What follows belongs to an exercise in optimizing a design on an open flow for small area, a short achievable clock period and few clock cycles per item; a production flow would make more cautious choices.
No functional check of the RTL was part of any run shown here.

[design/flow/run.sh]
#!/bin/bash
# synth_recipe.tcl (not shown) runs the flow's synth.tcl, then flattens the netlist and writes it again
# the make line also repeats each setting of config.mk as NAME=value (left out here)
make -C /OpenROAD-flow-scripts/flow DESIGN_CONFIG=/design/flow/config.mk WORK_HOME=/design/flow/orfs CLKGATE_MAP_FILE= SYNTH_SCRIPT=/design/flow/synth_recipe.tcl finish
[design/flow/config.mk]
export PLATFORM = sky130hd
export DESIGN_NAME = cfc_cipher
export DESIGN_NICKNAME = cfc_cipher
export VERILOG_FILES = /design/flow/design.v
export SDC_FILE = /design/flow/constraint.sdc
export NUM_CORES = 8
export LEC_CHECK = 0
export CAP_MARGIN = 20
export CORE_MARGIN = 2
export CORE_UTILIZATION = 65
export PLACE_DENSITY = 0.75
export SETUP_SLACK_MARGIN = 1.5
export SLEW_MARGIN = 20
export SYNTH_HIERARCHICAL = 1
export TNS_END_PERCENT = 0
[design/flow/constraint.sdc]
create_clock -name core_clock -period 10.0 [get_ports {clk}]
set_input_delay 2.0000 -clock core_clock [delete_from_list [all_inputs] [get_ports {clk}]]
set_output_delay 2.0000 -clock core_clock [all_outputs]
set_load 0.01 [all_outputs]
[design/flow/design.v]
module aes_sbox_ed (input wire [7:0] af, input wire [7:0] ai, input wire [7:0] k, input wire inv, output wire [7:0] y);
    wire [7:0] t, o; wire [3:0] d, di;
    aes_sb_in  u_in (.af(af), .ai(ai), .inv(inv), .t(t));
    aes_gf_delta u_d (.h(t[7:4]), .l(t[3:0]), .d(d));
    aes_gf_inv u_inv (.p(d), .y(di));
    aes_gf_mul u_mh (.p(t[7:4]), .q(di), .y(o[7:4]));
    aes_gf_mul u_ml (.p(t[7:4] ^ t[3:0]), .q(di), .y(o[3:0]));
    aes_sb_out u_out (.o(o), .k(k), .inv(inv), .y(y));
endmodule
module aes_sb_in (input wire [7:0] af, input wire [7:0] ai, input wire inv, output wire [7:0] t);
    assign t[0] = inv ? (~(ai[4] ^ ai[5])) : (af[0] ^ af[5]);
    assign t[1] = inv ? (~(ai[0] ^ ai[1] ^ ai[5])) : (af[2] ^ af[3] ^ af[5]);
    assign t[2] = inv ? (ai[1] ^ ai[4] ^ ai[5]) : (af[1] ^ af[6] ^ af[7]);
    assign t[3] = inv ? (ai[0] ^ ai[1] ^ ai[2] ^ ai[4]) : (af[1] ^ af[3] ^ af[6] ^ af[7]);
    assign t[4] = inv ? (~(ai[1] ^ ai[2] ^ ai[7])) : (af[2] ^ af[3] ^ af[4] ^ af[6] ^ af[7]);
    assign t[5] = inv ? (~(ai[0] ^ ai[4] ^ ai[5] ^ ai[6])) : (af[2] ^ af[3] ^ af[5] ^ af[7]);
    assign t[6] = inv ? (ai[1] ^ ai[2] ^ ai[3] ^ ai[4] ^ ai[5] ^ ai[7]) : (af[1] ^ af[4] ^ af[5] ^ af[6]);
    assign t[7] = inv ? (ai[1] ^ ai[2] ^ ai[6] ^ ai[7]) : (af[5] ^ af[7]);
endmodule
module aes_sb_out (input wire [7:0] o, input wire [7:0] k, input wire inv, output wire [7:0] y);
    assign y[0] = inv ? (o[0] ^ o[1] ^ o[5] ^ o[7] ^ k[0]) : (~(o[0] ^ o[4] ^ o[5] ^ o[7]));
    assign y[1] = inv ? (o[4] ^ o[5] ^ o[6] ^ k[1]) : (~(o[0] ^ o[2]));
    assign y[2] = inv ? (o[2] ^ o[3] ^ o[5] ^ o[7] ^ k[2]) : (o[0] ^ o[1] ^ o[3]);
    assign y[3] = inv ? (o[2] ^ o[3] ^ k[3]) : (o[0] ^ o[4] ^ o[6]);
    assign y[4] = inv ? (o[2] ^ o[6] ^ o[7] ^ k[4]) : (o[0] ^ o[1] ^ o[2] ^ o[4] ^ o[5] ^ o[7]);
    assign y[5] = inv ? (o[1] ^ o[5] ^ o[7] ^ k[5]) : (~(o[1] ^ o[2] ^ o[4] ^ o[5] ^ o[7]));
    assign y[6] = inv ? (o[1] ^ o[2] ^ o[4] ^ o[6] ^ k[6]) : (~(o[4] ^ o[7]));
    assign y[7] = inv ? (o[1] ^ o[5] ^ k[7]) : (o[1] ^ o[2] ^ o[3] ^ o[4]);
endmodule
module aes_gf_mul (input wire [3:0] p, input wire [3:0] q, output wire [3:0] y);
    wire [6:0] r = ({7{q[0]}} & {3'b0,p}) ^ ({7{q[1]}} & {2'b0,p,1'b0}) ^ ({7{q[2]}} & {1'b0,p,2'b0}) ^ ({7{q[3]}} & {p,3'b0});
    assign y = r[3:0] ^ {r[6:4],1'b0} ^ {1'b0,r[6:4]};
endmodule
module aes_gf_delta (input wire [3:0] h, input wire [3:0] l, output wire [3:0] d);
    wire [6:0] r = ({7{l[0]}} & {3'b0,h}) ^ ({7{l[1]}} & {2'b0,h,1'b0}) ^ ({7{l[2]}} & {1'b0,h,2'b0}) ^ ({7{l[3]}} & {h,3'b0});
    wire [3:0] hl = r[3:0] ^ {r[6:4],1'b0} ^ {1'b0,r[6:4]};
    assign d[0] = h[2] ^ h[3] ^ l[0] ^ l[2] ^ hl[0];
    assign d[1] = h[0] ^ h[1] ^ l[2] ^ hl[1];
    assign d[2] = h[1] ^ h[2] ^ l[1] ^ l[3] ^ hl[2];
    assign d[3] = h[0] ^ h[1] ^ h[2] ^ l[3] ^ hl[3];
endmodule
module aes_gf_inv (input wire [3:0] p, output reg [3:0] y);
    always @(*) begin
        case (p)
            4'd0: y = 4'd0;
            4'd1: y = 4'd1;
            4'd2: y = 4'd9;
            4'd3: y = 4'd14;
            4'd4: y = 4'd13;
            4'd5: y = 4'd11;
            4'd6: y = 4'd7;
            4'd7: y = 4'd6;
            4'd8: y = 4'd15;
            4'd9: y = 4'd2;
            4'd10: y = 4'd12;
            4'd11: y = 4'd5;
            4'd12: y = 4'd10;
            4'd13: y = 4'd4;
            4'd14: y = 4'd3;
            4'd15: y = 4'd8;
            default: y = 4'd0;
        endcase
    end
endmodule
module aes_sbox (input wire [7:0] a, output wire [7:0] y);
    wire [7:0] t, o; wire [3:0] d, di;
    aes_sbf_in  u_in (.a(a), .t(t));
    aes_gf_delta u_d (.h(t[7:4]), .l(t[3:0]), .d(d));
    aes_gf_inv u_inv (.p(d), .y(di));
    aes_gf_mul u_mh (.p(t[7:4]), .q(di), .y(o[7:4]));
    aes_gf_mul u_ml (.p(t[7:4] ^ t[3:0]), .q(di), .y(o[3:0]));
    aes_sbf_out u_out (.o(o), .y(y));
endmodule
module aes_sbf_in (input wire [7:0] a, output wire [7:0] t);
    assign t[0] = a[0] ^ a[5];
    assign t[1] = a[2] ^ a[3] ^ a[5];
    assign t[2] = a[1] ^ a[6] ^ a[7];
    assign t[3] = a[1] ^ a[3] ^ a[6] ^ a[7];
    assign t[4] = a[2] ^ a[3] ^ a[4] ^ a[6] ^ a[7];
    assign t[5] = a[2] ^ a[3] ^ a[5] ^ a[7];
    assign t[6] = a[1] ^ a[4] ^ a[5] ^ a[6];
    assign t[7] = a[5] ^ a[7];
endmodule
module aes_sbf_out (input wire [7:0] o, output wire [7:0] y);
    assign y[0] = ~(o[0] ^ o[4] ^ o[5] ^ o[7]);
    assign y[1] = ~(o[0] ^ o[2]);
    assign y[2] = o[0] ^ o[1] ^ o[3];
    assign y[3] = o[0] ^ o[4] ^ o[6];
    assign y[4] = o[0] ^ o[1] ^ o[2] ^ o[4] ^ o[5] ^ o[7];
    assign y[5] = ~(o[1] ^ o[2] ^ o[4] ^ o[5] ^ o[7]);
    assign y[6] = ~(o[4] ^ o[7]);
    assign y[7] = o[1] ^ o[2] ^ o[3] ^ o[4];
endmodule
module aes_mixcol (
    input  wire [31:0] col,
    input  wire        inv,
    output wire [31:0] y
);
    function [7:0] xt(input [7:0] v);
        xt = {v[6:0], 1'b0} ^ (v[7] ? 8'h1b : 8'h00);
    endfunction
    wire [7:0] a0 = col[31:24];
    wire [7:0] a1 = col[23:16];
    wire [7:0] a2 = col[15:8];
    wire [7:0] a3 = col[7:0];
    wire [7:0] m0 = xt(a0 ^ a1) ^ a1 ^ a2 ^ a3;
    wire [7:0] m1 = xt(a1 ^ a2) ^ a2 ^ a3 ^ a0;
    wire [7:0] m2 = xt(a2 ^ a3) ^ a3 ^ a0 ^ a1;
    wire [7:0] m3 = xt(a3 ^ a0) ^ a0 ^ a1 ^ a2;
    wire [7:0] u  = xt(xt(a0 ^ a2));
    wire [7:0] v  = xt(xt(a1 ^ a3));
    wire [7:0] uv = xt(u ^ v);
    wire [7:0] w0 = inv ? (u ^ uv) : 8'h00;
    wire [7:0] w1 = inv ? (v ^ uv) : 8'h00;
    assign y = {m0 ^ w0, m1 ^ w1, m2 ^ w0, m3 ^ w1};
endmodule
module cfc_cipher (
    input  wire         clk,
    input  wire         rst,       
    input  wire         start,
    input  wire         first,
    input  wire         dec,
    input  wire [127:0] key,
    input  wire [127:0] din,
    output wire         ready,
    output wire         done,
    output wire [127:0] dout
);
    localparam [127:0] DEFAULT_IV = 128'h562e17996d093d28ddb3ba695a2e6f58;
    reg         busy;       
    reg         kexp;       
    reg         fin;        
    reg [3:0]   rnd;        
    reg         mode_dec;   
    reg [127:0] state;      
    reg [127:0] rk;         
    reg [127:0] skey;       
    reg [127:0] blk;        
    reg [127:0] chain;      
    assign ready = ~busy | fin;
    assign done  = fin;
    wire accept  = ready & start;
    wire         acc_win   = ~busy | fin;
    wire         start_dec = first ? dec : mode_dec;
    wire [3:0]   rc_idx    = acc_win ? (start_dec ? 4'd10 : 4'd1) : rnd;
    reg [7:0] rcon;
    always @(*) begin
        case (rc_idx)
            4'd1:    rcon = 8'h01;
            4'd2:    rcon = 8'h02;
            4'd3:    rcon = 8'h04;
            4'd4:    rcon = 8'h08;
            4'd5:    rcon = 8'h10;
            4'd6:    rcon = 8'h20;
            4'd7:    rcon = 8'h40;
            4'd8:    rcon = 8'h80;
            4'd9:    rcon = 8'h1b;
            4'd10:   rcon = 8'h36;
            default: rcon = 8'h00;
        endcase
    end
    wire         kback  = acc_win ? start_dec : (mode_dec & ~kexp);
    wire [127:0] ks     = acc_win ? (first ? key : skey) : rk;
    wire [31:0]  w0 = ks[127:96];
    wire [31:0]  w1 = ks[95:64];
    wire [31:0]  w2 = ks[63:32];
    wire [31:0]  w3 = ks[31:0];
    wire [31:0]  ksb_in = kback ? (w3 ^ w2) : w3;
    wire [31:0]  ksb_out;
    genvar i;
    generate
        for (i = 0; i < 4; i = i + 1) begin : g_ksbox
            aes_sbox u_ks (.a(ksb_in[31-8*i -: 8]), .y(ksb_out[31-8*i -: 8]));
        end
    endgenerate
    wire [31:0]  kt = {ksb_out[23:0], ksb_out[31:24]} ^ {rcon, 24'h0};
    wire [31:0]  f0 = w0 ^ kt;
    wire [31:0]  f1 = w1 ^ f0;
    wire [31:0]  f2 = w2 ^ f1;
    wire [31:0]  f3 = w3 ^ f2;
    wire [127:0] rk_fwd = {f0, f1, f2, f3};
    wire [127:0] rk_bwd = {f0, w1 ^ w0, w2 ^ w1, w3 ^ w2};
    wire         rdec = mode_dec;
    wire [127:0] t;
    wire [127:0] xs_rnd;
    genvar c, r;
    generate
        for (c = 0; c < 4; c = c + 1) begin : g_col
            for (r = 0; r < 4; r = r + 1) begin : g_row
                localparam integer CE = (c + r) % 4;
                localparam integer CD = (c + 4 - r) % 4;
                aes_sbox_ed u_sb (.af(state[127-8*(4*CE+r) -: 8]),
                                  .ai(state[127-8*(4*CD+r) -: 8]),
                                  .k(rk[127-8*(4*c+r) -: 8]),
                                  .inv(rdec),
                                  .y(t[127-8*(4*c+r) -: 8]));
            end
            wire [31:0] tc = t[127-32*c -: 32];
            wire [31:0] mc;
            aes_mixcol u_mc (.col(tc), .inv(rdec), .y(mc));
            assign xs_rnd[127-32*c -: 32] = mc;
        end
    endgenerate
    wire [127:0] ys_rnd = rdec ? (fin ? chain : 128'h0) : rk;
    assign dout = t ^ ys_rnd;
    wire         cont_enc = ~first & ~mode_dec;
    wire         use_mc   = busy & ~kexp & ~fin;
    wire [127:0] acc_y = din ^ (first ? DEFAULT_IV ^ key : skey);
    wire [127:0] xs = accept ? (cont_enc ? (busy ? dout : state) : 128'h0) :
                      fin    ? dout :
                      kexp   ? blk : xs_rnd;
    wire [127:0] ys = accept ? acc_y :
                      use_mc ? ys_rnd :
                      kexp   ? rk_fwd : 128'h0;
    wire [127:0] nxt = xs ^ ys;
    wire         kexp_end = kexp & (rnd == 4'd10);
    wire [127:0] rk_nxt   = (accept & start_dec & first) ? key :
                            kback    ? rk_bwd :
                            kexp_end ? rk : rk_fwd;
    always @(posedge clk) begin
        if (busy | start)
            state <= nxt;      
        rk <= rk_nxt;
        if ((accept & first & ~dec) | kexp_end)
            skey <= kexp_end ? rk_fwd : key;
    end
    always @(posedge clk) begin
        if (rst) begin
            busy <= 1'b0;
            kexp <= 1'b0;
            fin  <= 1'b0;
            rnd  <= 4'd10;
        end else if (accept) begin
            busy <= 1'b1;
            fin  <= 1'b0;
            kexp <= start_dec & first;
            rnd  <= start_dec ? (first ? 4'd1 : 4'd9) : 4'd2;
        end else if (busy & kexp) begin
            rnd  <= kexp_end ? 4'd9 : rnd + 4'd1;
            kexp <= ~kexp_end;
        end else if (busy) begin
            busy <= ~fin;
            fin  <= ~fin & (mode_dec ? (rnd == 4'd1) : (rnd == 4'd10));
            rnd  <= fin ? 4'd10 :
                    mode_dec ? ((rnd == 4'd1) ? 4'd10 : rnd - 4'd1) : rnd + 4'd1;
        end
    end
    always @(posedge clk) begin
        if (accept & ~rst) begin
            blk <= din;
            if (first) begin
                mode_dec <= dec;
                chain    <= DEFAULT_IV;
            end else begin
                chain    <= blk;
            end
        end
    end
endmodule
==> run_results.csv, run 1 <==
group,metric,value,unit
clock_tree,cts_buffer_depth,3,
floorplanning,die_x,359.4,microns
setup_path,worst_path_max_delay_cell,"clkdlybuf4s50_1",
setup_path,crit_required,8000,ps
setup_path,cp_num_buf_inv,8,
setup_path,cp-startpoint,"state[117]",
global_routing,grt_max_degree,177,
timing,relSlewSlack,15.58,%
yosys,netlist_area,82120,sq um
drt,routedWlPerCell,31.55,microns
clock_tree,cts_sinks,648,
timing,finalSetupViolations,0,
yosys,async_flop_share,0,%
floorplanning,coreArea,125600,sq um
yosys,synth_nets,9440,
yosys,synth_ff_type,"edfxtp_1",
layout,syn2layout_area_growth,24.65,%
yosys,synthCells,9031,
timing,holdWs,529.5,ps
drt,drc,0,
clock_tree,clk_pin_slew,70,ps
timing,grt_setup_unrepaired,"true",
worst_hold_path,hp-start,"blk[6]",
yosys,netlist_top_cells_area,"edfxtp_1 23%, xnor2_1 20%, xor2_1 9.6%",
clock_tree,postCtsHoldBufs,0,
floorplanning,die_h,359.4,microns
yosys,syn_avg_cell_area,9.093,sq um
floorplanning,start_util,65.39,%
global_routing,grt_use_total,52.61,%
yosys,synth_top_area_share,23.44,%
global_routing,grt_antenna_before_repair,51,
clock_tree,insertion_delay,750,ps
setup_path,start_kind,"flop",
yosys,synth_seq_cells,648,
yosys,yosysWarnings,9,
setup_path,arrival,7070,ps
timing,layout_min_cycle_time,9074,ps
timing,fmax,0.1102,GHz
timing,worst_pin_slew,1253,ps
placed_design,place_congestion,1.110,
timing,drv_slew,0,
yosys,synth_edf_count,641,
drt,via_count,79966,
clock_tree,cts_made_buffers,81,
layout,fin_nets,10503,
drt,wirelength,373.6,mm
timing,period_share,90.74,%
drt,ant_nets,0,
drt,firstDrtPassIters,11,
yosys,yosys.area.top_type,"edfxtp_1",
job,maxCapViolations,0,
layout,finish.utilization,81.51,%
global_routing,grt_pass1_wl,496.9,mm
global_routing,first_global_vias,72052,
clock_tree,cts_root_buffer,"clkbuf_16",
setup_path,critical-path-max-stage-delay,620,ps
clock_tree,tritoncts,"built",
clock_tree,htree_levels,3,
floorplanning,dieArea,129200,sq um
placed_design,dp_hpwl,261.2,mm
worst_hold_path,min-delay-path-class,"flop to flop",
layout,postLayoutCellArea,102400,sq um
floorplanning,num_rows,130,
placed_design,port_buffers,390,
yosys,synth.most_common_cell,"xnor2_1",
yosys,ys_top_cells_by_count,"1,840 x xnor2_1, 1,258 x nand2_1, 896 x xor2_1, 682 x a21oi_1, 641 x edfxtp_1",
setup_path,path_delay_family,"XOR/XNOR gates",
placed_design,dpl_cell_area,90480,sq um
drt,via_per_inst,6.753,
yosys,synth_cell_types,79,
layout,drive_above_1_share,21.00,%
timing,hold_viol,0,
global_routing,grt_overflow,0,
timing,fin_skew,68.05,ps
setup_path,r2r_start,"state[8]",
setup_path,critPathCaptureType,"output pin",
setup_path,crit_fanout,11,
yosys,ys_seq_area_share,23.61,%
setup_path,crit_type,"flop to output pin",
floorplanning,ios,391,
run_status,outcome,"no timing/DRC/antenna violations",
drt,dr.first_iter.drc_count,14892,
-- modules after synthesis (local to each module, per instance), excerpt --
module	copies in the design	flip-flops and latches
aes_mixcol	4	0
aes_sb_out	16	0
aes_sb_in	16	0
aes_gf_delta	20	0
aes_gf_inv	20	0
aes_gf_mul	40	0
aes_sbf_out	4	0
aes_sbf_in	4	0
aes_sbox_ed	16	0
aes_sbox	4	0
-- final timing paths --
path | slack (ps) | depth (start not counted) | end
hold / removal | 530 | 1 | chain[6]
setup reg to reg | 1080 | 34 | state[76]
setup / recovery | 930 | 25 | dout[19]
hold reg to reg | 530 | 1 | chain[6]
-- metrics by stage --
stage | cells | setup TNS, ps | setup slack (ps)
after global placement | 11179 | -185.4 | -106.3
after CTS | 11544 | 0 | 1214
final | 11841 | 0 | 926.3
after global routing | 11824 | 0 | 777.7
after floorplan | 9031 | -1135 | -11.95
after detailed placement | 11181 | -673.5 | -195.3
-- timing repair --
action,CTS,global route
setup buffers,213,259
setup endpoints to repair,411,417
resized for setup,491,357
gates cloned,1,5
pin swaps,93,119
-- cell families after synthesis --
| logic type | count (synthesis) | synth area share [%] |
|---|---|---|
| flops | 648 | 23.61 |
| mux | 557 | 7.375 |
| simple gates | 2466 | 13.50 |
| buf+inv | 554 | 3.162 |
| xor+xnor | 3147 | 39.80 |
| compound gates | 1511 | 10.29 |
| fa+ha+maj | 148 | 2.255 |
-- sequential cells by signal, indices dropped and copies added, names as in the netlist --
name,count
fin,1
chain,128
mode_dec,1
blk,128
state,128
kexp,1
rnd,4
busy,1
skey,128
rk,128
-- per-layer routing --
layer | share of wire, % | wire length [microns] | track usage, % | up-vias
met5 | 0.17 | 649 | 0 | -
met4 | 10 | 37610 | 36.55 | 42
met3 | 18 | 68540 | 25.32 | 2160
met2 | 39 | 145300 | 72.55 | 7665
met1 | 33 | 121500 | 64.29 | 37622
li1 | - | - | - | 32477
-- placed cells by master, fill, tap and decap left out, types with 32 or more instances in the layout --
| master | n |
|---|---|
| ha_1 | 148 |
| o21ai_0 | 389 |
| xor3_1 | 48 |
| xor2_4 | 39 |
| a22oi_1 | 43 |
| edfxtp_1 | 641 |
| xor2_2 | 100 |
| a21oi_2 | 41 |
| mux2i_1 | 422 |
| xnor3_1 | 136 |
| nand2_2 | 43 |
| a21oi_1 | 635 |
| nor2_1 | 488 |
| nand2b_1 | 145 |
| xnor3_2 | 120 |
| nor3_1 | 32 |
| buf_4 | 985 |
| o21ai_1 | 68 |
| xnor2_2 | 276 |
| clkbuf_16 | 84 |
| clkdlybuf4s50_1 | 328 |
| xnor2_1 | 1540 |
| o22ai_1 | 127 |
| or2_2 | 68 |
| xor2_1 | 816 |
| dlymetal6s2s_1 | 46 |
| inv_1 | 79 |
| and2b_1 | 40 |
| nand2_1 | 1253 |
| nor2b_1 | 296 |
| buf_12 | 33 |
| xnor2_4 | 70 |
| mux2_2 | 44 |
-- layout make-up --
cell class,instances,area (sq um)
Multi-Input combinational cell,7830,65180
Fill cell,7467,23210
Sequential cell,648,19400
Timing Repair Buffer,1437,12520
Clock buffer,91,2064
Tap cell,1650,2064
Clock inverter,58,658.1
Inverter,96,392.9
Antenna cell,31,77.57
==> inputs of run 2 (changes only) <==
--- a/design/flow/design.v
+++ b/design/flow/design.v
@@ -20,10 +20,10 @@
 module aes_sb_out (input wire [7:0] o, input wire [7:0] k, input wire inv, output wire [7:0] y);
-    assign y[0] = inv ? (o[0] ^ o[1] ^ o[5] ^ o[7] ^ k[0]) : (~(o[0] ^ o[4] ^ o[5] ^ o[7]));
-    assign y[1] = inv ? (o[4] ^ o[5] ^ o[6] ^ k[1]) : (~(o[0] ^ o[2]));
-    assign y[2] = inv ? (o[2] ^ o[3] ^ o[5] ^ o[7] ^ k[2]) : (o[0] ^ o[1] ^ o[3]);
-    assign y[3] = inv ? (o[2] ^ o[3] ^ k[3]) : (o[0] ^ o[4] ^ o[6]);
-    assign y[4] = inv ? (o[2] ^ o[6] ^ o[7] ^ k[4]) : (o[0] ^ o[1] ^ o[2] ^ o[4] ^ o[5] ^ o[7]);
-    assign y[5] = inv ? (o[1] ^ o[5] ^ o[7] ^ k[5]) : (~(o[1] ^ o[2] ^ o[4] ^ o[5] ^ o[7]));
-    assign y[6] = inv ? (o[1] ^ o[2] ^ o[4] ^ o[6] ^ k[6]) : (~(o[4] ^ o[7]));
-    assign y[7] = inv ? (o[1] ^ o[5] ^ k[7]) : (o[1] ^ o[2] ^ o[3] ^ o[4]);
+    assign y[0] = k[0] ^ (inv ? (o[0] ^ o[1] ^ o[5] ^ o[7]) : (~(o[0] ^ o[4] ^ o[5] ^ o[7])));
+    assign y[1] = k[1] ^ (inv ? (o[4] ^ o[5] ^ o[6]) : (~(o[0] ^ o[2])));
+    assign y[2] = k[2] ^ (inv ? (o[2] ^ o[3] ^ o[5] ^ o[7]) : (o[0] ^ o[1] ^ o[3]));
+    assign y[3] = k[3] ^ (inv ? (o[2] ^ o[3]) : (o[0] ^ o[4] ^ o[6]));
+    assign y[4] = k[4] ^ (inv ? (o[2] ^ o[6] ^ o[7]) : (o[0] ^ o[1] ^ o[2] ^ o[4] ^ o[5] ^ o[7]));
+    assign y[5] = k[5] ^ (inv ? (o[1] ^ o[5] ^ o[7]) : (~(o[1] ^ o[2] ^ o[4] ^ o[5] ^ o[7])));
+    assign y[6] = k[6] ^ (inv ? (o[1] ^ o[2] ^ o[4] ^ o[6]) : (~(o[4] ^ o[7])));
+    assign y[7] = k[7] ^ (inv ? (o[1] ^ o[5]) : (o[1] ^ o[2] ^ o[3] ^ o[4]));
 endmodule
@@ -183,2 +183,3 @@
     wire         rdec = mode_dec;
+    wire [127:0] kx = mode_dec ? (rk ^ (fin ? chain : 128'h0)) : (fin ? rk : 128'h0);
     wire [127:0] t;
@@ -193,3 +194,3 @@
                                   .ai(state[127-8*(4*CD+r) -: 8]),
-                                  .k(rk[127-8*(4*c+r) -: 8]),
+                                  .k(kx[127-8*(4*c+r) -: 8]),
                                   .inv(rdec),
@@ -203,4 +204,4 @@
     endgenerate
-    wire [127:0] ys_rnd = rdec ? (fin ? chain : 128'h0) : rk;
-    assign dout = t ^ ys_rnd;
+    wire [127:0] ys_rnd = rdec ? 128'h0 : rk;
+    assign dout = t;
     wire         cont_enc = ~first & ~mode_dec;
--- a/design/flow/config.mk
+++ b/design/flow/config.mk
@@ -9,5 +9,5 @@
 export CORE_MARGIN = 2
-export CORE_UTILIZATION = 65
-export PLACE_DENSITY = 0.75
-export SETUP_SLACK_MARGIN = 1.5
+export CORE_UTILIZATION = 60
+export PLACE_DENSITY = 0.7
+export SETUP_SLACK_MARGIN = 2
 export SLEW_MARGIN = 20
==> run_results.csv, run 2 <==
group,metric,value,unit
yosys,ys_seq_area_share,22.90,%
drt,via_per_inst,6.351,
drt,dr.first_iter.drc_count,12163,
floorplanning,coreArea,139900,sq um
clock_tree,insertion_delay,720,ps
timing,fin_skew,46.23,ps
floorplanning,num_rows,137,
yosys,yosysWarnings,9,
worst_hold_path,min-delay-path-class,"flop to flop",
yosys,synth_edf_count,641,
yosys,netlist_top_cells_area,"edfxtp_1 23%, xnor2_1 20%, xor2_1 8.3%",
clock_tree,cts_root_buffer,"clkbuf_16",
floorplanning,start_util,60.54,%
timing,worst_pin_slew,1180,ps
setup_path,rrSetupSlack,1630,ps
timing,fmax,0.1175,GHz
drt,ant_nets,0,
yosys,synthCells,9405,
global_routing,grt_antenna_before_repair,21,
clock_tree,cts_buffer_depth,3,
yosys,netlist_area,84680,sq um
job,maxCapViolations,0,
clock_tree,tritoncts,"built",
yosys,synth_cell_types,77,
setup_path,cp-startpoint,"state[113]",
yosys,yosys.area.top_type,"edfxtp_1",
global_routing,grt_max_degree,166,
placed_design,pre_cts_ws,-64.94,ps
yosys,synth_nets,9814,
drt,routedWlPerCell,29.58,microns
timing,drv_slew,0,
yosys,synth_seq_cells,648,
layout,syn2layout_area_growth,29.18,%
timing,hold_viol,0,
layout,fin_nets,11315,
timing,period_share,85.08,%
worst_hold_path,min_path_cells,1,
yosys,ys_top_cells_by_count,"1,897 x xnor2_1, 1,455 x nand2_1, 803 x xor2_1, 641 x edfxtp_1, 533 x o21ai_0",
yosys,synth_top_area_share,22.73,%
layout,num-fill-cells,9327,
drt,wirelength,380.5,mm
run_status,outcome,"no timing/DRC/antenna violations",
timing,fin_ws,1492,ps
placed_design,dp_hpwl,266.7,mm
setup_path,crit_fanout,7,
clock_tree,htree_levels,3,
layout,drive_above_1_share,26.17,%
layout,postLayoutCellArea,109400,sq um
layout,layout_commonest_cell,"xnor2_1",
drt,drc,0,
layout,final_cell_mix,"1,520 x xnor2_1, 1,451 x nand2_1, 1,391 x buf_4",
setup_path,endpoint,"dout[23]",
clock_tree,cts_made_buffers,83,
yosys,synth.most_common_cell,"xnor2_1",
floorplanning,die_x,379.7,microns
layout,multi_input_area,67370,sq um
floorplanning,dieArea,144100,sq um
global_routing,grt_pass1_wl,512.5,mm
timing,finalSetupViolations,0,
drt,firstDrtPassIters,7,
drt,via_count,81693,
floorplanning,die_h,379.7,microns
yosys,synth_ff_type,"edfxtp_1",
global_routing,grt_overflow,0,
clock_tree,cts_sinks,648,
placed_design,dpl_cell_area,93360,sq um
timing,layout_min_cycle_time,8508,ps
global_routing,grt_use_total,48.50,%
clock_tree,postCtsHoldBufs,0,
timing,relSlewSlack,19.10,%
setup_path,critPathCaptureType,"output pin",
setup_path,reg2reg_depth,36,
layout,seqCellArea,19400,sq um
setup_path,r2r_start,"state[113]",
setup_path,r2r_end,"state[21]",
global_routing,first_global_vias,73413,
setup_path,arrival,6510,ps
placed_design,port_buffers,390,
setup_path,crit_required,8000,ps
placed_design,place_congestion,1.067,
yosys,async_flop_share,0,%
timing,grt_setup_unrepaired,"true",
yosys,syn_avg_cell_area,9.003,sq um
clock_tree,clk_pin_slew,60,ps
setup_path,start_kind,"flop",
setup_path,crit_type,"flop to output pin",
floorplanning,ios,391,
run 2: cell count changes after synthesis, moves of 93 or more:
cell,change
a32o_1,+128
xor2_1,-93
nand2_1,+197
nor2b_1,-125
nand3_1,+125
a21oi_1,-204
o21ai_0,+120
inv_1,+140
run 2: worst min-delay path by stage:
stage / start / slack, ps / to
2_1_floorplan: blk[100] / 510 / chain[100]
3_3_place_gp: blk[67] / 510 / chain[67]
4_1_cts: blk[77] / 530 / chain[77]
6_report: blk[77] / 520 / chain[77]
5_1_grt: blk[77] / 530 / chain[77]
3_5_place_dp: blk[37] / 520 / chain[37]
run 2: metrics by stage:
stage | hold WS, ps | instances | util (%) | setup TNS (ps)
finish | 515.1 | 12864 | 78.20 | 0
global route | 532.0 | 12854 | 78.18 | 0
CTS | 526.1 | 12312 | 73.16 | 0
detailed placement | 515.4 | 11793 | 66.75 | -64.94
global placement | 509.2 | 11792 | 66.72 | 0
floorplan | 507.1 | 9405 | - | -3246
run 2: kinds of logic after synthesis:
kind of cell / count (synthesis) / synth area share (%)
AO/OA/AOI/OAI: 1453 / 10.33
multiplexers: 641 / 8.188
AND/OR/NAND/NOR: 2659 / 13.65
XOR/XNOR: 3115 / 38.65
adder cells (fa/ha/maj): 148 / 2.187
buffers and inverters: 741 / 4.096
flip-flops: 648 / 22.90
run 2: cell type report:
| type | count | share of cell area [%] |
|---|---|---|
| inverter | 235 | 0.8442 |
| tap | 1876 | 2.146 |
| multi-input combinational | 8019 | 61.60 |
| clock inverter | 52 | 0.3706 |
| sequential | 648 | 17.74 |
| timing repair buffer | 1919 | 15.26 |
| antenna | 16 | 0.03660 |
| clock buffer | 99 | 2.012 |
run 2: per-layer routing:
| metal | up-vias | global-route usage, % | routed length, microns |
|---|---|---|---|
| li1 | 34694 | - | - |
| met1 | 38952 | 60.06 | 129100 |
| met2 | 6315 | 72.34 | 159300 |
| met3 | 1714 | 14.02 | 54510 |
| met4 | 18 | 34.69 | 37480 |
| met5 | - | 1.124 | 121 |
run 2: critical path, cell delays in order, from the launching register on:
cell,delay [ps]
edfxtp_1,590
buf_4,230
buf_6,130
buf_4,140
xnor2_2,130
xnor2_1,140
mux2i_2,260
buf_6,210
nand2_1,100
xnor2_2,220
xnor2_2,110
xnor2_2,170
buf_4,170
ha_1,200
nor3b_2,490
o31ai_4,160
buf_4,180
nand2_1,90
xnor3_2,370
xnor3_2,450
buf_4,160
xor2_1,160
xnor2_1,230
buf_6,170
clkdlybuf4s50_1,540
run 2: what timing repair did:
item,CTS,global route
gates resized for setup,615,592
endpoints found under the hold margin,0,0
setup buffers,361,528
endpoints found under the setup margin,487,471
pin swaps,215,350
gates cloned,7,8
run 2: Yosys stat by module (local to each module, per instance):
module | area [sq um] | flip-flops and latches | copies in the design | cells inside
cfc_cipher | 45110 | 648 | 1 | 4713
aes_mixcol | 1906 | 0 | 4 | 200
aes_sb_out | 386.6 | 0 | 16 | 48
aes_sb_in | 341.6 | 0 | 16 | 35
aes_gf_delta | 274.0 | 0 | 20 | 37
aes_gf_inv | 221.5 | 0 | 20 | 28
aes_gf_mul | 212.7 | 0 | 40 | 27
aes_sbf_out | 157.7 | 0 | 4 | 13
aes_sbf_in | 135.1 | 0 | 4 | 13
aes_sbox | 35.03 | 0 | 4 | 4
aes_sbox_ed | 35.03 | 0 | 16 | 4
==> inputs of run 3 (changes only) <==
--- a/design/flow/config.mk
+++ b/design/flow/config.mk
@@ -9,5 +9,5 @@
 export CORE_MARGIN = 2
-export CORE_UTILIZATION = 60
-export PLACE_DENSITY = 0.7
-export SETUP_SLACK_MARGIN = 2
+export CORE_UTILIZATION = 65
+export PLACE_DENSITY = 0.75
+export SETUP_SLACK_MARGIN = 1.5
 export SLEW_MARGIN = 20
==> run_results.csv, run 3 <==
group,metric,value,unit
run_status,outcome,"no timing/DRC/antenna violations",
clock_tree,postCtsHoldBufs,0,
setup_path,critical-path-max-stage-delay,660,ps
floorplanning,dieArea,133200,sq um
timing,worst_pin_slew,1237,ps
clock_tree,clk_pin_slew,70,ps
drt,ant_nets,0,
drt,via_count,80595,
layout,final_cell_mix,"1,671 x xnor2_1, 1,453 x nand2_1, 828 x buf_4",
drt,firstDrtPassIters,17,
global_routing,use_met2,76.08,%
placed_design,place_congestion,1.075,
global_routing,grt_use_met1,61.49,%
global_routing,grt_antenna_before_repair,29,
yosys,async_flop_share,0,%
timing,period_share,91.51,%
setup_path,crit_type,"flop to output pin",
setup_path,critPathCaptureType,"output pin",
layout,fin_nets,10686,
layout,seqCellArea,19400,sq um
yosys,synth_top_area_share,22.73,%
clock_tree,cts_buffer_depth,3,
yosys,netlist_top_cells_area,"edfxtp_1 23%, xnor2_1 20%, xor2_1 8.3%",
yosys,netlist_area,84680,sq um
setup_path,crit_chain,"buf_4, buf_4, xor2_1, nor2_1, a21oi_4, mux2_1, o2bb2ai_1, xnor2_2, nor2_1, o21ai_1, o31ai_4, buf_4, nand2_1, xnor2_1, xnor3_1, xnor2_1, xnor2_1, mux2i_1, xnor2_1, buf_4, clkdlybuf4s50_1",
yosys,yosys.area.top_type,"edfxtp_1",
clock_tree,cts_sinks,648,
yosys,ys_top_cells_by_count,"1,897 x xnor2_1, 1,455 x nand2_1, 803 x xor2_1, 641 x edfxtp_1, 533 x o21ai_0",
floorplanning,die_x,364.9,microns
clock_tree,insertion_delay,720,ps
yosys,synth_cell_types,77,
setup_path,cp_num_buf_inv,5,
timing,hold_viol,0,
placed_design,dp_hpwl,262.5,mm
global_routing,busiest_layer,"met2",
clock_tree,cts_root_buffer,"clkbuf_16",
timing,grt_setup_unrepaired,"true",
layout,num-fill-cells,8225,
timing,fmax,0.1093,GHz
layout,layout_commonest_cell,"xnor2_1",
drt,wirelength,374.1,mm
timing,relSlewSlack,15.19,%
yosys,synth.most_common_cell,"xnor2_1",
floorplanning,ios,391,
worst_hold_path,min-delay-path-class,"flop to flop",
layout,stdcell_count,12102,
global_routing,grt_use_total,51.81,%
placed_design,port_buffers,390,
layout,drive_above_1_share,18.41,%
global_routing,first_global_vias,73514,
timing,drv_slew,0,
yosys,yosysWarnings,9,
yosys,synthCells,9405,
setup_path,crit_required,8000,ps
drt,routedWlPerCell,30.91,microns
layout,syn2layout_area_growth,20.56,%
floorplanning,coreArea,129300,sq um
setup_path,path_delay_family,"XOR/XNOR gates",
drt,dr.first_iter.drc_count,12937,
timing,holdWs,525.9,ps
drt,drc,0,
timing,finalSetupViolations,0,
clock_tree,tritoncts,"built",
drt,via_per_inst,6.660,
yosys,ys_seq_area_share,22.90,%
layout,postLayoutCellArea,102100,sq um
placed_design,dpl.cell_count,11534,
timing,layout_min_cycle_time,9151,ps
floorplanning,num_rows,132,
yosys,synth_nets,9814,
setup_path,worst_path_max_delay_cell,"nor2_1",
yosys,syn_avg_cell_area,9.003,sq um
setup_path,crit_fanout,10,
setup_path,start_kind,"flop",
clock_tree,htree_levels,3,
floorplanning,start_util,65.48,%
layout,multi_input_area,65340,sq um
floorplanning,die_h,364.9,microns
clock_tree,cts_made_buffers,79,
global_routing,grt_max_degree,168,
setup_path,arrival,7150,ps
placed_design,dpl_cell_area,92270,sq um
global_routing,grt_overflow,0,
yosys,synth_ff_type,"edfxtp_1",
global_routing,grtUsageMet3,17.13,%
yosys,synth_seq_cells,648,
timing,fin_skew,58.01,ps
job,maxCapViolations,0,
global_routing,grt_pass1_wl,499.5,mm
yosys,synth_edf_count,641,
-- run 3: cell types whose count changed in the layout (fill, tap and decap cells not counted), sizes merged, moves of 6 or more --
cell / previous run / this run
buf: 1522 / 895
clkdlybuf4s50: 283 / 386
clkinv: 40 / 30
dlygate4sd2: 11 / 0
dlymetal6s2s: 88 / 3
inv: 231 / 225
-- run 3: repair_timing --
action,CTS,global route
gates cloned,3,10
gates resized for setup,392,259
endpoints found under the setup margin,379,391
setup buffers,184,207
pin swaps,92,134
-- run 3: per-stage QoR --
step	setup WS [ps]	utilization (%)	TNS, ps
global route	492.4	78.91	0
CTS	1325	76.39	0
detailed placement	-92.15	71.35	-232.3
floorplan	-12.63	-	-3246
finish	848.8	78.94	0
global placement	16.66	71.35	0
-- run 3: logic make-up after synthesis --
| group | share of synthesized area (%) |
|---|---|
| mux | 8.188 |
| compound gates | 10.33 |
| xor+xnor | 38.65 |
| flops | 22.90 |
| buf+inv | 4.096 |
| simple gates | 13.65 |
| fa+ha+maj | 2.187 |
-- run 3: area by class of cell --
cell class                      instances  share of cell area (%)
Multi-Input combinational cell       8017                   64.01
Sequential cell                       648                   19.00
Timing Repair Buffer                 1296                   11.37
Tap cell                             1742                   2.135
Clock buffer                           98                   2.048
Inverter                              235                  0.9094
Clock inverter                         45                  0.4743
Antenna cell                           21                 0.05148
-- run 3: per-layer routing --
| layer | part of all wire, % | routed length [microns] |
|---|---|---|
| met5 | 0.048 | 179 |
| met4 | 11 | 42650 |
| met3 | 15 | 57960 |
| met2 | 41 | 152800 |
| met1 | 32 | 120500 |
-- run 3: worst paths after layout --
path | from | to | slack, ps | depth (start not counted)
max | state[15] | dout[79] | 850 | 21
min | blk[6] | chain[6] | 530 | 1
max reg2reg | state[15] | state[67] | 1060 | 29
min reg2reg | blk[6] | chain[6] | 530 | 1
-- run 3: per-module statistics from Yosys, one instance, submodules excluded, excerpt --
module | cell area (sq um) | cells inside | flip-flops and latches
aes_gf_inv | 221.5 | 28 | 0
aes_sb_in | 341.6 | 35 | 0
aes_sbf_in | 135.1 | 13 | 0
aes_mixcol | 1906 | 200 | 0
aes_sbox | 35.03 | 4 | 0
aes_gf_mul | 212.7 | 27 | 0
cfc_cipher | 45110 | 4713 | 648
aes_sb_out | 386.6 | 48 | 0
aes_sbf_out | 157.7 | 13 | 0
aes_sbox_ed | 35.03 | 4 | 0
==> inputs of run 4 (changes only) <==
==> design/flow/flow/run.sh (new file) <==
#!/bin/bash
# The standard layout, except that the port buffers are buf_1 cells instead
# of ORFS's default choice. make's output goes to standard.log, each ORFS
# step's to orfs/logs.
bash standard.sh 'BUFFER_PORTS_ARGS=-buffer_cell sky130_fd_sc_hd__buf_1' finish > standard.log 2>&1
==> design/flow/standard.sh (new file) <==
#!/bin/bash
# synth_recipe.tcl (not shown) runs the flow's synth.tcl, then flattens the netlist and writes it again
# the make line also repeats each setting of config.mk as NAME=value (left out here)
make -C /OpenROAD-flow-scripts/flow DESIGN_CONFIG=/design/flow/config.mk WORK_HOME=/design/flow/orfs CLKGATE_MAP_FILE= SYNTH_SCRIPT=/design/flow/synth_recipe.tcl "${@:-finish}"
removed: design/flow/run.sh
==> run_results.csv, run 4 <==
group,metric,value,unit
run_status,outcome,"no timing/DRC/antenna violations",
drt,drc,0,
floorplanning,ios,391,
global_routing,grt_use_total,50.66,%
setup_path,crit_fanout,8,
floorplanning,die_x,364.9,microns
setup_path,r2r_start,"busy",
yosys,synth_seq_cells,648,
layout,layout_commonest_cell,"xnor2_1",
yosys,netlist_area,84680,sq um
global_routing,first_global_vias,70418,
clock_tree,cts_sinks,648,
floorplanning,coreArea,129300,sq um
layout,final_cell_mix,"1,666 x xnor2_1, 1,453 x nand2_1, 745 x xor2_1, 745 x buf_4, 641 x edfxtp_1",
yosys,synth.most_common_cell,"xnor2_1",
setup_path,endpoint,"dout[82]",
setup_path,rrSetupSlack,1460,ps
floorplanning,dieArea,133200,sq um
placed_design,port_buffers,390,
worst_hold_path,min-delay-path-class,"flop to flop",
timing,fin_ws,1411,ps
clock_tree,cts_buffer_depth,3,
timing,grt_setup_unrepaired,"true",
timing,layout_min_cycle_time,8589,ps
timing,worst_pin_slew,1195,ps
timing,fmax,0.1164,GHz
clock_tree,tritoncts,"built",
setup_path,start_kind,"flop",
yosys,ys_seq_area_share,22.90,%
yosys,yosysWarnings,9,
floorplanning,num_rows,132,
global_routing,grt_antenna_before_repair,65,
job,maxCapViolations,0,
drt,via_per_inst,6.475,
setup_path,reg2reg_depth,34,
timing,holdWs,514.8,ps
drt,firstDrtPassIters,9,
layout,fin_nets,10588,
yosys,synth_top_area_share,22.73,%
layout,syn2layout_area_growth,16.68,%
setup_path,arrival,6590,ps
timing,relSlewSlack,19.50,%
drt,via_count,77913,
timing,hold_viol,0,
clock_tree,htree_levels,3,
drt,routedWlPerCell,29.63,microns
clock_tree,insertion_delay,730,ps
timing,period_share,85.89,%
timing,fin_skew,45.83,ps
global_routing,grt_max_degree,204,
setup_path,crit_required,8000,ps
clock_tree,postCtsHoldBufs,0,
global_routing,grt_overflow,0,
setup_path,critPathCaptureType,"output pin",
clock_tree,clk_pin_slew,60,ps
setup_path,cp-startpoint,"state[50]",
drt,wirelength,356.5,mm
yosys,ys_top_cells_by_count,"1,897 x xnor2_1, 1,455 x nand2_1, 803 x xor2_1, 641 x edfxtp_1, 533 x o21ai_0",
yosys,synth_cell_types,77,
yosys,netlist_top_cells_area,"edfxtp_1 23%, xnor2_1 20%, xor2_1 8.3%",
yosys,synthCells,9405,
placed_design,pre_cts_ws,24.94,ps
timing,drv_slew,0,
drt,dr.first_iter.drc_count,12413,
clock_tree,cts_made_buffers,82,
yosys,synth_nets,9814,
yosys,syn_avg_cell_area,9.003,sq um
setup_path,r2r_end,"rk[29]",
placed_design,place_congestion,1.081,
yosys,synth_edf_count,641,
drt,ant_nets,0,
timing,finalSetupViolations,0,
global_routing,grt_pass1_wl,487.8,mm
yosys,yosys.area.top_type,"edfxtp_1",
floorplanning,start_util,65.48,%
yosys,synth_ff_type,"edfxtp_1",
floorplanning,die_h,364.9,microns
layout,drive_above_1_share,17.54,%
setup_path,crit_type,"flop to output pin",
placed_design,dp_hpwl,263.6,mm
yosys,async_flop_share,0,%
clock_tree,cts_root_buffer,"clkbuf_16",
## run 4: modules after synthesis (local to each module, per instance)
module        cells inside  flops+latches
aes_gf_inv              28              0
aes_sb_in               35              0
aes_sbox_ed              4              0
cfc_cipher            4713            648
aes_gf_mul              27              0
aes_sbf_out             13              0
aes_mixcol             200              0
aes_sbox                 4              0
aes_sbf_in              13              0
aes_sb_out              48              0
aes_gf_delta            37              0
## run 4: how the worst min path moves through the flow
stage | startpoint | endpoint | depth (start not counted)
after floorplan | blk[100] | chain[100] | 1
after global placement | blk[53] | chain[53] | 1
after detailed placement | blk[17] | chain[17] | 1
after CTS | blk[30] | chain[30] | 1
after global routing | blk[30] | chain[30] | 1
final | blk[30] | chain[30] | 1
## run 4: logic make-up after synthesis
group / count (synthesis) / synth area share (%)
multiplexers: 641 / 8.188
AND/OR/NAND/NOR: 2659 / 13.65
XOR/XNOR: 3115 / 38.65
adder cells (fa/ha/maj): 148 / 2.187
AO/OA/AOI/OAI: 1453 / 10.33
buffers and inverters: 741 / 4.096
flip-flops: 648 / 22.90
## run 4: metrics by stage
stage	area [sq um]	setup TNS, ps	util [%]	std cells
floorplan	84680	-3246	-	9405
global placement	89980	0	69.58	11553
detailed placement	90000	0	69.60	11555
CTS	94880	0	73.37	11781
global route	98750	0	76.36	12010
finish	98800	0	76.40	12032
## run 4: layer usage
layer	part of all wire (%)	global-route usage, %
met1	34	62.24
met5	0.093	0.5810
met3	15	15.95
met2	41	73.77
met4	10	39.42
## run 4: repair_timing
item | CTS | global route
pin swaps | 30 | 124
cloned | 1 | 4
buffers inserted | 81 | 195
endpoints found under the setup margin | 345 | 373
endpoints found under the hold margin | 0 | 0
resized for setup | 225 | 374
## run 4: worst max-delay path, stage by stage (launching register included)
cell and delay [ps]:
edfxtp_1 440, xor2_2 450, xor3_1 420, o21ai_0 420, and2b_1 210, xnor2_1 160, xnor2_2 130, xnor2_2 300
inv_1 170, ha_1 210, mux4_2 490, clkinvlp_4 180, nand2_1 70, xnor3_2 400, xnor3_2 510, xnor2_2 230
xor2_1 200, a21oi_2 100, xnor2_2 240, buf_4 190, buf_4 150, buf_1 210
## run 4: cell type report
type	count	area, sq um
multi-input cells	8017	65340
well taps	1742	2180
clock buffers	97	2151
diodes	51	127.6
repair buffers	1195	8159
fillers	9228	30520
inverters	235	928.4
flip-flops and latches	648	19400
clock inverters	47	521.8
==> inputs of run 5 (changes only) <==
--- a/design/flow/config.mk
+++ b/design/flow/config.mk
@@ -11,3 +11,3 @@
 export PLACE_DENSITY = 0.75
-export SETUP_SLACK_MARGIN = 1.5
+export SETUP_SLACK_MARGIN = 2
 export SLEW_MARGIN = 20
==> run_results.csv, run 5 <==
group,metric,value,unit
run_status,outcome,"no timing/DRC/antenna violations",
setup_path,start_kind,"flop",
placed_design,port_buffers,390,
timing,layout_min_cycle_time,9046,ps
timing,relSlewSlack,4.486,%
layout,stdcell_count,12539,
clock_tree,cts_buffer_depth,3,
yosys,ys_seq_area_share,22.90,%
drt,drc,0,
floorplanning,ios,391,
yosys,synth_ff_type,"edfxtp_1",
timing,setup_tns,0,ps
yosys,synth_nets,9814,
layout,fin_nets,11081,
layout,seqCellArea,19400,sq um
placed_design,dpl.cell_count,11555,
clock_tree,tritoncts,"built",
floorplanning,dieArea,133200,sq um
yosys,synth.most_common_cell,"xnor2_1",
timing,fmax,0.1105,GHz
layout,layout_commonest_cell,"xnor2_1",
yosys,synthCells,9405,
global_routing,grt_use_total,52.63,%
clock_tree,clk_pin_slew,60,ps
clock_tree,cts_made_buffers,82,
placed_design,dp_hpwl,263.6,mm
layout,multi_input_area,67530,sq um
floorplanning,num_rows,132,
placed_design,place_congestion,1.081,
timing,grt_setup_unrepaired,"true",
clock_tree,postCtsHoldBufs,0,
yosys,netlist_area,84680,sq um
drt,wirelength,385.0,mm
yosys,netlist_top_cells_area,"edfxtp_1 23%, xnor2_1 20%, xor2_1 8.3%",
layout,drive_above_1_share,24.40,%
clock_tree,htree_levels,3,
floorplanning,start_util,65.48,%
clock_tree,cts_sinks,648,
global_routing,grt_overflow,0,
job,maxCapViolations,0,
global_routing,grt_antenna_before_repair,74,
worst_hold_path,min-delay-path-class,"flop to flop",
clock_tree,cts_root_buffer,"clkbuf_16",
timing,drv_slew,0,
setup_path,critPathCaptureType,"output pin",
layout,syn2layout_area_growth,24.52,%
floorplanning,die_x,364.9,microns
floorplanning,coreArea,129300,sq um
yosys,ys_top_cells_by_count,"1,897 x xnor2_1, 1,455 x nand2_1, 803 x xor2_1, 641 x edfxtp_1, 533 x o21ai_0",
layout,num-fill-cells,7917,
yosys,async_flop_share,0,%
drt,ant_nets,0,
global_routing,grt_pass1_wl,507.1,mm
drt,routedWlPerCell,30.70,microns
global_routing,first_global_vias,73500,
setup_path,arrival,7050,ps
drt,via_per_inst,6.605,
layout,final_cell_mix,"1,540 x xnor2_1, 1,451 x nand2_1, 1,159 x buf_4",
timing,finalSetupViolations,0,
drt,firstDrtPassIters,10,
yosys,yosys.area.top_type,"edfxtp_1",
timing,worst_pin_slew,1393,ps
timing,hold_viol,0,
floorplanning,die_h,364.9,microns
setup_path,crit_fanout,5,
yosys,synth_top_area_share,22.73,%
yosys,syn_avg_cell_area,9.003,sq um
yosys,synth_seq_cells,648,
yosys,synth_edf_count,641,
timing,period_share,90.46,%
clock_tree,insertion_delay,740,ps
yosys,yosysWarnings,9,
yosys,synth_cell_types,77,
drt,dr.first_iter.drc_count,13713,
timing,fin_skew,39.22,ps
drt,via_count,82816,
setup_path,crit_type,"flop to output pin",
setup_path,crit_required,8000,ps
global_routing,grt_max_degree,204,
-- run 5: cell counts after synthesis --
Identical to the previous run, type by type.
-- run 5: cell type report --
cell class | count | area share, %
clock buffer | 97 | 2.040
antenna | 65 | 0.1543
tap | 1742 | 2.067
timing repair buffer | 1688 | 11.91
multi-input combinational | 8017 | 64.05
clock inverter | 47 | 0.4948
sequential | 648 | 18.40
inverter | 235 | 0.8864
-- run 5: through the flow --
step	setup WS, ps	hold slack (ps)	area (sq um)	utilization (%)
6_report	954.1	524.8	105400	81.54
3_3_place_gp	147.9	510.1	89980	69.58
4_1_cts	1896	526.7	99360	76.83
2_1_floorplan	-12.63	507.1	84680	-
5_1_grt	977.3	535.0	105400	81.47
3_5_place_dp	24.94	516.8	90000	69.60
-- run 5: worst paths after layout --
path,endpoint,startpoint,slack [ps],depth (start not counted)
setup / recovery,dout[68],state[33],950,24
hold reg to reg,chain[30],blk[30],520,1
setup reg to reg,state[93],state[33],1120,35
hold / removal,chain[30],blk[30],520,1
-- run 5: cell families after synthesis --
family / after synthesis / share of synthesized area [%]
AO/OA/AOI/OAI: 1453 / 10.33
XOR/XNOR: 3115 / 38.65
adder cells (fa/ha/maj): 148 / 2.187
buffers and inverters: 741 / 4.096
flip-flops: 648 / 22.90
multiplexers: 641 / 8.188
AND/OR/NAND/NOR: 2659 / 13.65
-- run 5: what timing repair did --
action	in CTS	in global routing
setup buffers	368	392
endpoints found under the setup margin	473	427
pin swaps	219	306
cloned	8	7
resized for setup	602	497
-- run 5: worst max-delay path, stage by stage (launching register included) --
cell and delay [ps]:
edfxtp_1 390, buf_4 200, xnor3_1 740, xor3_1 470, mux2i_1 220, buf_4 170, nand2_1 70, xnor2_1 150
xnor2_1 240, xnor2_2 170, inv_1 140, ha_1 330, nor2b_2 60, o21ai_0 450, o31ai_4 220, buf_12 180
nand2_1 90, xnor3_2 400, xnor3_2 330, xor2_2 260, xnor2_1 160, o21ai_2 100, xnor2_2 260, buf_4 270
buf_2 210
-- run 5: modules after synthesis, one instance, submodules excluded --
module | times used | flops+latches | cell area, sq um
aes_gf_delta | 20 | 0 | 274.0
aes_gf_inv | 20 | 0 | 221.5
aes_sb_out | 16 | 0 | 386.6
aes_sbox_ed | 16 | 0 | 35.03
aes_mixcol | 4 | 0 | 1906
aes_sbox | 4 | 0 | 35.03
cfc_cipher | 1 | 648 | 45110
aes_gf_mul | 40 | 0 | 212.7
aes_sbf_out | 4 | 0 | 157.7
aes_sb_in | 16 | 0 | 341.6
aes_sbf_in | 4 | 0 | 135.1
-- run 5: routing by layer --
layer / GRT usage (%) / vias to the layer above / part of all wire, %
met1: 63.03 / 38977 / 32
met4: 44.45 / 38 / 11
met2: 75.62 / 7371 / 41
met5: 0 / - / 0.19
met3: 18.39 / 2186 / 16
li1: - / 34244 / -

## static timing again, ports no longer ideal
Ports are ideal in the flow. The routed layouts listed here were re-timed in OpenROAD. Step 1: set_driving_cell puts a clkbuf_16 on clk and a buf_2 on each other input, an assumption about the parent block. Step 2 moves the port delays by t, midway between the first and last clock arrival at a register: inputs arrive t later, outputs are due t later. That takes back most of the time a late clock gives input paths. Three values: no drivers, after step 1, after step 2; two values: the first two.
| run | t, ns | setup slack, ns | worst setup path after step 2 | latest minus earliest clock arrival (ns) |
|---|---|---|---|---|
| run 1 | 0.800 | 0.926 / 0.839 / 0.384 | input to register | 0.068 / 0.068 |
| run 2 | 0.778 | 1.492 / 1.340 / 0.562 | input to register | 0.046 / 0.046 |
| run 3 | 0.776 | 0.849 / 0.765 / 0.510 | input to register | 0.059 / 0.059 |
| run 4 | 0.784 | 1.411 / 1.331 / 0.698 | input to register | 0.046 / 0.046 |
| run 5 | 0.799 | 0.954 / 0.872 / 0.975 | input to register | 0.040 / 0.040 |
After both steps setup and hold are still met in every run listed. For run 2, which loses most, drivers alone change the setup slack by -0.152 ns; drivers and shift together by -0.930 ns.
